From an optimization exercise on the open Yosys and OpenROAD flow, aimed at small area, a short achievable clock period and few clock cycles; shortcuts taken in it are not production practice.
The RTL was checked by simulation tests, not by an equivalence proof against the original design.
Power and IR drop assume default switching activity.

==> flow/design.v <==
module lzss_enc (
    input  wire        clk,
    input  wire        rst,            
    input  wire        start,          
    input  wire [15:0] src_len,
    input  wire [15:0] dst_len,
    input  wire [5:0]  offset_bits,    
    input  wire [5:0]  length_bits,    
    input  wire [31:0] min_length,
    output wire        busy,
    output reg         done,
    output reg  [2:0]  status,
    output reg  [15:0] result,
    output reg         rd_en,          
    output reg  [15:0] rd_addr,
    input  wire [7:0]  rd_data,
    output reg         wr_en,
    output reg  [15:0] wr_addr,
    output reg  [7:0]  wr_data
);
    localparam [2:0] CODE_OK   = 3'd0,
                     CODE_NOOP = 3'd1,
                     CODE_BOOB = 3'd2;
    localparam [3:0] S_IDLE   = 4'd0,
                     S_VARINT = 4'd1,
                     S_POS    = 4'd2,
                     S_RA     = 4'd3,
                     S_RB     = 4'd4,
                     S_CMP    = 4'd5,
                     S_CEND   = 4'd6,
                     S_DECIDE = 4'd7,
                     S_LIT    = 4'd8,
                     S_MOFF   = 4'd9,
                     S_MLEN   = 4'd10,
                     S_NEXT   = 4'd11,
                     S_FLUSH  = 4'd12,
                     S_EMIT   = 4'd13;
    reg [3:0]  state;
    reg [3:0]  ret_state;      
    reg [15:0] n;
    reg [15:0] dlen;
    reg [5:0]  ob;
    reg [5:0]  lb;
    reg [31:0] minlen;
    reg [15:0] cursor;
    reg [7:0]  acc;
    reg [2:0]  count;
    reg [31:0] emit_val;
    reg [5:0]  emit_cnt;
    reg [15:0] idx;
    reg [15:0] cand;
    reg [15:0] run;
    reg [15:0] best_len;
    reg [15:0] best_ref;
    reg [7:0]  a_byte;
    reg [15:0] vint;
    wire [32:0] max_offset = (33'd1 << ob) - 33'd1;
    wire [32:0] max_length = (33'd1 << lb) - 33'd1;
    wire [31:0] min1       = (minlen == 32'd0) ? 32'd1 : minlen;
    wire [15:0] lo_cand    = ({17'd0, idx} > max_offset) ? (idx - max_offset[15:0]) : 16'd0;
    wire [15:0] len_clamp  = ({17'd0, best_len} > max_length) ? max_length[15:0] : best_len;
    wire        take_match = ({16'd0, len_clamp} >= min1);
    wire [15:0] run_end    = idx + run;    
    wire        ebit = emit_val[emit_cnt - 6'd1];
    wire [7:0]  acc1 = {acc[6:0], ebit};
    assign busy = (state != S_IDLE);
    always @(*) begin
        rd_en   = 1'b0;
        rd_addr = 16'd0;
        case (state)
            S_RA: begin
                rd_en   = (run_end != n);
                rd_addr = cand + run;
            end
            S_RB: begin
                rd_en   = 1'b1;
                rd_addr = run_end;
            end
            S_DECIDE: begin
                rd_en   = ~take_match;
                rd_addr = idx;
            end
            default: ;
        endcase
    end
    always @(posedge clk) begin
        if (rst) begin
            state     <= S_IDLE;
            ret_state <= S_IDLE;
            done      <= 1'b0;
            status    <= CODE_OK;
            result    <= 16'd0;
            wr_en     <= 1'b0;
            wr_addr   <= 16'd0;
            wr_data   <= 8'd0;
            n         <= 16'd0;
            dlen      <= 16'd0;
            ob        <= 6'd0;
            lb        <= 6'd0;
            minlen    <= 32'd0;
            cursor    <= 16'd0;
            acc       <= 8'd0;
            count     <= 3'd0;
            emit_val  <= 32'd0;
            emit_cnt  <= 6'd0;
            idx       <= 16'd0;
            cand      <= 16'd0;
            run       <= 16'd0;
            best_len  <= 16'd0;
            best_ref  <= 16'd0;
            a_byte    <= 8'd0;
            vint      <= 16'd0;
        end else begin
            done  <= 1'b0;
            wr_en <= 1'b0;
            case (state)
                S_IDLE: begin
                    if (start) begin
                        n      <= src_len;
                        dlen   <= dst_len;
                        ob     <= offset_bits;
                        lb     <= length_bits;
                        minlen <= min_length;
                        cursor <= 16'd0;
                        acc    <= 8'd0;
                        count  <= 3'd0;
                        idx    <= 16'd0;
                        vint   <= src_len;
                        if (src_len == 16'd0) begin
                            status <= CODE_NOOP;
                            result <= 16'd0;
                            done   <= 1'b1;
                        end else begin
                            state <= S_VARINT;
                        end
                    end
                end
                S_VARINT: begin
                    emit_cnt <= 6'd8;
                    state    <= S_EMIT;
                    if (vint >= 16'h80) begin
                        emit_val  <= {24'd0, 1'b1, vint[6:0]};
                        vint      <= vint >> 7;
                        ret_state <= S_VARINT;
                    end else begin
                        emit_val  <= {24'd0, vint[7:0]};
                        ret_state <= S_POS;
                    end
                end
                S_POS: begin
                    best_len <= 16'd0;
                    best_ref <= 16'd0;
                    cand     <= lo_cand;
                    run      <= 16'd0;
                    if (lo_cand == idx)
                        state <= S_DECIDE;
                    else
                        state <= S_RA;
                end
                S_RA: begin
                    if (run_end == n) begin
                        state <= S_CEND;
                    end else begin
                        state <= S_RB;
                    end
                end
                S_RB: begin
                    a_byte <= rd_data;
                    state  <= S_CMP;
                end
                S_CMP: begin
                    if (a_byte == rd_data) begin
                        run   <= run + 16'd1;
                        state <= S_RA;
                    end else begin
                        state <= S_CEND;
                    end
                end
                S_CEND: begin
                    if (run > best_len) begin
                        best_len <= run;
                        best_ref <= idx - cand;
                    end
                    run <= 16'd0;
                    if (cand + 16'd1 == idx) begin
                        state <= S_DECIDE;
                    end else begin
                        cand  <= cand + 16'd1;
                        state <= S_RA;
                    end
                end
                S_DECIDE: begin
                    if (take_match) begin
                        best_len  <= len_clamp;
                        emit_val  <= 32'd1;
                        emit_cnt  <= 6'd1;
                        ret_state <= S_MOFF;
                        state     <= S_EMIT;
                    end else begin
                        state <= S_LIT;
                    end
                end
                S_LIT: begin
                    emit_val  <= {23'd0, 1'b0, rd_data};
                    emit_cnt  <= 6'd9;
                    ret_state <= S_NEXT;
                    idx       <= idx + 16'd1;
                    state     <= S_EMIT;
                end
                S_MOFF: begin
                    emit_val  <= {16'd0, best_ref};
                    emit_cnt  <= ob;
                    ret_state <= S_MLEN;
                    state     <= S_EMIT;
                end
                S_MLEN: begin
                    emit_val  <= {16'd0, best_len};
                    emit_cnt  <= lb;
                    ret_state <= S_NEXT;
                    idx       <= idx + best_len;
                    state     <= S_EMIT;
                end
                S_NEXT: begin
                    if (idx < n)
                        state <= S_POS;
                    else
                        state <= S_FLUSH;
                end
                S_FLUSH: begin
                    state <= S_IDLE;
                    done  <= 1'b1;
                    if (count != 3'd0 && cursor >= dlen) begin
                        status <= CODE_BOOB;
                        result <= 16'd0;
                    end else begin
                        status <= CODE_OK;
                        if (count != 3'd0) begin
                            wr_en   <= 1'b1;
                            wr_addr <= cursor;
                            wr_data <= acc << (4'd8 - {1'b0, count});
                            result  <= cursor + 16'd1;
                        end else begin
                            result  <= cursor;
                        end
                        acc   <= 8'd0;
                        count <= 3'd0;
                    end
                end
                S_EMIT: begin
                    if (emit_cnt == 6'd0) begin
                        state <= ret_state;
                    end else if (count == 3'd7) begin
                        if (cursor >= dlen) begin
                            status <= CODE_BOOB;
                            result <= 16'd0;
                            done   <= 1'b1;
                            state  <= S_IDLE;
                        end else begin
                            wr_en    <= 1'b1;
                            wr_addr  <= cursor;
                            wr_data  <= acc1;
                            cursor   <= cursor + 16'd1;
                            acc      <= 8'd0;
                            count    <= 3'd0;
                            emit_cnt <= emit_cnt - 6'd1;
                            if (emit_cnt == 6'd1)
                                state <= ret_state;
                        end
                    end else begin
                        acc      <= acc1;
                        count    <= count + 3'd1;
                        emit_cnt <= emit_cnt - 6'd1;
                        if (emit_cnt == 6'd1)
                            state <= ret_state;
                    end
                end
                default: state <= S_IDLE;
            endcase
        end
    end
endmodule
==> flow/run.sh <==
#!/bin/bash
# synth_recipe.tcl (not shown) runs the flow's synth.tcl, then flattens the netlist and writes it again
# the make line also repeats each setting of config.mk as NAME=value (left out here)
make -C /OpenROAD-flow-scripts/flow DESIGN_CONFIG=/design/flow/config.mk WORK_HOME=/design/flow/orfs CLKGATE_MAP_FILE= SYNTH_SCRIPT=/design/flow/synth_recipe.tcl finish
==> flow/config.mk <==
export PLATFORM = sky130hd
export DESIGN_NAME = lzss_enc
export DESIGN_NICKNAME = lzss_enc
export VERILOG_FILES = /design/flow/design.v
export SDC_FILE = /design/flow/constraint.sdc
export NUM_CORES = 4
export LEC_CHECK = 0
export CAP_MARGIN = 20
export CORE_MARGIN = 2
export CORE_UTILIZATION = 40
export SLEW_MARGIN = 20
==> flow/constraint.sdc <==
create_clock -name core_clock -period 12.0 [get_ports {clk}]
set_input_delay 2.4000 -clock core_clock [delete_from_list [all_inputs] [get_ports {clk}]]
set_output_delay 2.4000 -clock core_clock [all_outputs]
set_load 0.01 [all_outputs]
==> flow_summary.json <==
{
  "status": "no timing/DRC/antenna violations",
  "antenna_left": 0,
  "port_buffers": 148,
  "critPathTopFamily": "compound AO/OA/AOI/OAI gates",
  "synth-seq-cells": 280,
  "pre_cts_slack_ns": 2.34,
  "drt-initial-drc-count": 2252,
  "hold_ws_ns": 0.453,
  "ctsHtreeMaxLevel": 2,
  "avgSynthCellArea_um2": 7.63,
  "clk_pin_slew_ns": 0.06,
  "arrival_ns": 7.84,
  "diodes": 0,
  "final_hold_viol_count": 0,
  "fmax_ghz": 0.0977,
  "synth_area_mm2": 0.0204,
  "grt_max_degree": 103,
  "place_hpwl_um": 57800,
  "slowest_delay_ns": 0.57,
  "powerDensity_mw_per_mm2": 173,
  "slew_violations": 0,
  "fin_crit_sh_pct": 85.3,
  "cts_setup_buffers": 0,
  "cts.sinks": 280,
  "postLayoutCoreUtil_pct": 47.0,
  "dieArea_mm2": 0.0528,
  "nNetsFinal": 3004,
  "initial_utilization_pct": 40.6,
  "grt_overflow_total": 0,
  "vias": 21100,
  "criticalPathCategory": "reg2out",
  "gp_congestion": 0.915,
  "clock_path_buffers": 3,
  "die_w_um": 230,
  "leakagePower_nw": 9.07,
  "hold_buffers": 0,
  "pin_count": 150,
  "drc": 0,
  "area_growth_pct": 15.8,
  "clock-skew-final_ns": 0.0271,
  "cts_tree": "done",
  "clock_latency_ns": 0.56,
  "drive_above_1_share_pct": 6.13,
  "irDropWorstVdd_v": 0.000111,
  "grt_pass1_wl_um": 117000,
  "fillers": 5041,
  "clockRootBuffer": "clkbuf_16",
  "wl_per_cell_um": 22.5,
  "maxSlewHeadroom_pct": 27.3,
  "tightest_slew_ns": 1.09,
  "fin_crit_ns": 10.24,
  "die_y_um": 230,
  "first_pass_iters": 7,
  "cts_buffers": 34,
  "via_per_inst": 6.13,
  "drv_cap": 0,
  "core_mm2": 0.0503,
  "setup_ws_ns": 1.76,
  "row_count": 82,
  "tns_ns": 0,
  "cp_slowest_cell": "clkdlybuf4s50_1",
  "synth-warning-count": 1,
  "rsz0062_at_grt": "false",
  "antenna_found_initial": 0,
  "required_ns": 9.60,
  "critPathMaxFanout": 19,
  "hp-class": "reg2reg",
  "post_cts_resized": 0,
  "power_mw": 4.08,
  "routed_wl_um": 77500,
  "yosysSeqAreaShare_pct": 27.5,
  "crit_path_end_kind": "output port",
  "synthDistinctLibCells": 98,
  "synth_nets": 2932,
  "setup_viol": 0,
  "first_global_vias": 19500,
  "path_buf_inv": 2,
  "track_usage_pct": 28.4,
  "ys.flop_type": "dfxtp_1",
  "synthArstFlopShare_pct": 0,
  "synth-edff-count": 0,
  "startpoint_type": "flop",
  "synthCells": 2673
}
-- power by group --
part           switching [mW]  internal (mW)
combinational            1.21          0.643
clock                   0.437          0.636
sequential              0.116           1.04
total                    1.77           2.32
-- stage by stage --
| step | std cells | area, µm² |
|---|---|---|
| finish | 3443 | 23600 |
| CTS | 3443 | 23600 |
| floorplan | 2673 | 20400 |
| global route | 3443 | 23600 |
| global placement | 3381 | 22500 |
| detailed placement | 3381 | 22500 |
-- area by class of cell --
class	count	area, µm²	area share [%]
multi-input cells	2091	13700	57.9
flip-flops and latches	280	5610	23.7
repair buffers	188	1780	7.55
clock buffers	49	977	4.14
well taps	672	841	3.56
inverters	150	563	2.38
clock inverters	13	168	0.710
-- cell usage in the layout (no fill, tap or decap), types with 40 or more instances in the layout --
master / Yosys / final
xnor2_1: 79 / 79
o21ai_0: 102 / 102
nand2_1: 360 / 360
a22oi_1: 49 / 49
nor3_1: 81 / 79
clkdlybuf4s50_1: 0 / 147
nand3_1: 91 / 90
inv_1: 146 / 146
ha_1: 167 / 167
nor2_1: 204 / 200
buf_4: 4 / 40
xor2_1: 45 / 45
o31ai_1: 46 / 46
mux2i_1: 53 / 53
dfxtp_1: 280 / 280
a21oi_1: 273 / 273
-- state kept, by name (all words and copies together), names as in the netlist, 6 cells and up --
register and flops:
minlen 32, best_len 16, best_ref 16, cand 16
cursor 16, dlen 16, emit_val 16, idx 16
n 16, result 16, run 16, vint 16
wr_addr 16, a_byte 8, acc 8, wr_data 8
emit_cnt 6, lb 6, ob 6
-- tightest hold or removal path, stage by stage (launching register included) --
cell,delay (ns)
dfxtp_1,0.31
nand2_1,0.05
a21oi_1,0.05
-- logic make-up (layout without fill, tap and decap cells) --
group | count (synthesis) | count (layout) | synth area share [%]
AND/OR/NAND/NOR | 960 | 960 | 21.9
AO/OA/AOI/OAI | 768 | 768 | 25.0
buffers and inverters | 302 | 400 | 5.72
flip-flops | 280 | 280 | 27.5
adder cells (fa/ha/maj) | 172 | 172 | 10.7
XOR/XNOR | 125 | 125 | 5.44
multiplexers | 65 | 65 | 3.65
other | 1 | 1 | 0.0184
-- worst paths after layout --
check | startpoint | slack, ns | depth (start not counted) | end
setup / recovery | lb[3]$_SDFFE_PP0P_ | 1.76 | 25 | rd_en
hold reg to reg | wr_addr[8]$_SDFFE_PP0P_ | 0.45 | 2 | wr_addr[8]$_SDFFE_PP0P_
hold / removal | wr_addr[8]$_SDFFE_PP0P_ | 0.45 | 2 | wr_addr[8]$_SDFFE_PP0P_
setup reg to reg | lb[3]$_SDFFE_PP0P_ | 4.18 | 26 | emit_val[7]$_SDFFE_PP0P_
-- Yosys cell counts, drive strengths merged (5+ instances only) --
| library cell | number | area share, % |
|---|---|---|
| a31oi | 23 | 0.71 |
| a41oi | 5 | 0.21 |
| mux2i | 53 | 2.6 |
| o221ai | 7 | 0.30 |
| xnor2 | 79 | 3.4 |
| o31ai | 48 | 1.9 |
| o32ai | 24 | 1.1 |
| and3 | 32 | 0.98 |
| o211ai | 21 | 0.77 |
| or3 | 24 | 0.74 |
| xor2 | 45 | 1.9 |
| a221oi | 15 | 0.67 |
| or2 | 13 | 0.40 |
| mux4 | 7 | 0.77 |
| inv | 147 | 2.7 |
| or4 | 8 | 0.31 |
| a21o | 36 | 1.3 |
| and2 | 13 | 0.40 |
| a22oi | 49 | 1.8 |
| a211oi | 38 | 1.5 |
| nand3b | 5 | 0.18 |
| nor3 | 83 | 2.1 |
| fa | 5 | 0.49 |
| o22ai | 9 | 0.28 |
| a222oi | 11 | 0.54 |
| nor2 | 204 | 3.8 |
| buf | 27 | 0.66 |
| nand4 | 37 | 1.2 |
| nand3 | 91 | 2.2 |
| a31o | 14 | 0.60 |
| mux2 | 5 | 0.28 |
| o21bai | 9 | 0.33 |
| clkbuf | 125 | 2.3 |
| nor4 | 32 | 1.1 |
| a2111oi | 7 | 0.48 |
| o21a | 20 | 0.74 |
| dfxtp | 280 | 27 |
| o41ai | 5 | 0.25 |
| nand2 | 361 | 6.7 |
| nor2b | 23 | 0.71 |
| a311oi | 8 | 0.34 |
| o21ai | 105 | 2.6 |
| a21oi | 274 | 6.7 |
| ha | 167 | 10 |
| nand2b | 19 | 0.58 |
-- layer usage --
metal | GRT usage, % | share of wire, % | vias to the layer above
li1 | - | - | 9880
met1 | 40.7 | 45 | 10200
met2 | 43.7 | 44 | 870
met3 | 4.39 | 8.1 | 121
met4 | 8.67 | 3.1 | 0
met5 | 0 | 0 | -
Testbench counts, summed over its fixed seeds: cycles 4,717,106.

[separate check: timing with driven ports]
How much do the figures lean on ideal ports? The routed layout below was timed once more, with nothing changed but the port constraints.
Step 1 (the two cells are an assumption about what drives the block):
set clk [get_ports {clk}]
set_driving_cell -lib_cell sky130_fd_sc_hd__clkbuf_16 $clk
set_driving_cell -lib_cell sky130_fd_sc_hd__buf_2 [delete_from_list [all_inputs] $clk]
Step 2 adds t to the input delays and takes it off the output delays; t is the mean of the earliest and latest rising clock arrival at the registers after step 1. Input paths then give back, and output paths get back, about the clock's delay inside the block.
a / b / c = ideal ports / drivers / drivers and shift; a / b = the first two.
t (ns): 0.610
setup WS [ns]: 1.764 / 1.703 / 2.313
worst hold slack (ns): 0.453 / 0.453 / 0.453
After both steps this run still meets setup and hold. For this run, drivers alone change the setup slack by -0.061 ns; drivers and shift together by +0.549 ns.
